Context: an optimization exercise on an open-source flow, tuned for small area, a short achievable clock period and few clock cycles per item. The choices shown serve that exercise and are no tape-out recipe.
Only simulation tests tie the RTL to the original design; equivalence was not proved.

// wsc_px3
module wsc_px3 (
    input  wire         clk,
    input  wire         rst,
    input  wire         in_valid,
    output wire         in_ready,
    input  wire         in_op,        
    input  wire [287:0] in_win,
    output reg          out_valid,
    input  wire         out_ready,
    output reg  [31:0]  out_pix
);
    wire [43:0] xsx_w, xsy_w;
    genvar c;
    generate
        for (c = 0; c < 4; c = c + 1) begin : pre
            wsc_px3_pre u (
                .v   ({in_win[256+8*c +: 8], in_win[224+8*c +: 8], in_win[192+8*c +: 8],
                       in_win[160+8*c +: 8], in_win[128+8*c +: 8], in_win[96+8*c +: 8],
                       in_win[64+8*c +: 8],  in_win[32+8*c +: 8],  in_win[8*c +: 8]}),
                .xs_X(xsx_w[11*c +: 11]),
                .xs_Y(xsy_w[11*c +: 11])
            );
        end
    endgenerate
    reg         s1_valid;
    reg         s1_op;
    reg         s1_opn;       
    reg  [43:0] s1_xsx, s1_xsy;
    reg  [31:0] s1_m;
    reg         k0_valid, k1_valid;
    reg  [31:0] k0_pix, k1_pix;
    assign in_ready = !k1_valid && !(k0_valid && s1_valid);
    wire accept = in_valid && in_ready;
    always @(posedge clk) begin
        if (rst)
  ...
For scale: ~2900 cells after synthesis, about 220 flip-flops, roughly 330 I/O pins, about 33000 um2 of cells after synthesis.
==> flow/config.mk <==
export PLATFORM = sky130hd
export DESIGN_NAME = wsc_px3
export DESIGN_NICKNAME = wsc_px3
export VERILOG_FILES = /design/flow/design.v
export SDC_FILE = /design/flow/constraint.sdc
export NUM_CORES = 4
export LEC_CHECK = 0
export CAP_MARGIN = 20
export CORE_MARGIN = 2
export CORE_UTILIZATION = 60
export CTS_BUF_LIST = sky130_fd_sc_hd__clkbuf_4 sky130_fd_sc_hd__clkbuf_8
export CTS_CLUSTER_DIAMETER = 60
export CTS_CLUSTER_SIZE = 20
export SLEW_MARGIN = 20
export SYNTH_HIERARCHICAL = 1
==> flow/constraint.sdc <==
create_clock -name core_clock -period 28.0 [get_ports {clk}]
set_input_delay 5.6000 -clock core_clock [delete_from_list [all_inputs] [get_ports {clk}]]
set_output_delay 5.6000 -clock core_clock [all_outputs]
set_load 0.01 [all_outputs]
standard.sh (not shown) runs the stock make flow with config.mk's settings and CLKGATE_MAP_FILE= SYNTH_SCRIPT=/design/flow/synth_recipe.tcl, a recipe that flattens the netlist after the stock synthesis.
==> flow/flow/run.sh <==
#!/bin/bash
set -e
export BUFFER_PORTS_ARGS="-buffer_cell sky130_fd_sc_hd__buf_1"
export SETUP_SLACK_MARGIN=20.35
bash standard.sh > standard.log 2>&1
Testbench counts at the start, summed over its fixed seeds: cycles 12,016, items 12,000.
Rerun with:
--- a/flow/config.mk
+++ b/flow/config.mk
@@ -9,3 +9,3 @@
 export CORE_MARGIN = 2
-export CORE_UTILIZATION = 60
+export CORE_UTILIZATION = 40
 export CTS_BUF_LIST = sky130_fd_sc_hd__clkbuf_4 sky130_fd_sc_hd__clkbuf_8
@@ -13,2 +13,3 @@
 export CTS_CLUSTER_SIZE = 20
+export PLACE_DENSITY = 0.8
 export SLEW_MARGIN = 20
=> Worst hold slack loses 0.0030 ns. Via count is about the same. Final area came out higher by 1.1%.
Rerun with:
--- a/flow/config.mk
+++ b/flow/config.mk
@@ -11,5 +11,2 @@
 export CTS_BUF_LIST = sky130_fd_sc_hd__clkbuf_4 sky130_fd_sc_hd__clkbuf_8
-export CTS_CLUSTER_DIAMETER = 60
-export CTS_CLUSTER_SIZE = 20
-export PLACE_DENSITY = 0.8
 export SLEW_MARGIN = 20
Outcome:
- The changed run went through all stages and came out clean
- final cell count climbs by 0.90%
- sequential cell count does not change
- global-route usage is about the same
- clock skew went up by 0.026 ns
- final area rose by about 1.2%
- worst hold slack got worse by 0.022 ns
- synthesized area is unchanged
Rerun with:
--- a/flow/config.mk
+++ b/flow/config.mk
@@ -11,2 +11,5 @@
 export CTS_BUF_LIST = sky130_fd_sc_hd__clkbuf_4 sky130_fd_sc_hd__clkbuf_8
+export CTS_CLUSTER_DIAMETER = 60
+export CTS_CLUSTER_SIZE = 20
+export PLACE_DENSITY = 0.45
 export SLEW_MARGIN = 20
After rerunning:
- The new run finished clean
- register-to-register slack is about the same
- global-route usage rose by 1.7 points
- cell area drops by 0.96%
- wire length is higher by 8.9%
- synthesized cell count stays the same
- maximum frequency grows by 0.31%
- area after synthesis does not change
- die area does not change

[static timing again, ports no longer ideal]
In the flow no input, the clock included, has a driving cell. The finished layouts below were timed again as built, in two steps. Step 1: set_driving_cell puts a clkbuf_16 on clk and a buf_2 on each other input, an assumption about the parent block. Step 2 also shifts input and output timing later by t, the mid clock arrival at the registers, as if the neighbouring blocks saw the same clock. Three values: ideal ports, drivers, drivers and shift; two values: the first two.
| run | t, ns | setup WS [ns] | worst setup path after step 2 | clock arrival spread, ns |
|---|---|---|---|---|
| the first run | 0.690 | 20.345 / 20.382 / 19.692 | input to register | 0.047 / 0.046 |
| the second run | 0.688 | 20.355 / 20.384 / 19.697 | input to register | 0.028 / 0.029 |
| the third run | 0.676 | 20.372 / 20.411 / 19.735 | input to register | 0.055 / 0.054 |
| the fourth run | 0.716 | 20.395 / 20.440 / 19.724 | input to register | 0.037 / 0.037 |
After both steps every run listed still meets setup and hold. For the fourth run, which loses most, drivers alone change the setup slack by +0.045 ns; drivers and shift together by -0.671 ns.
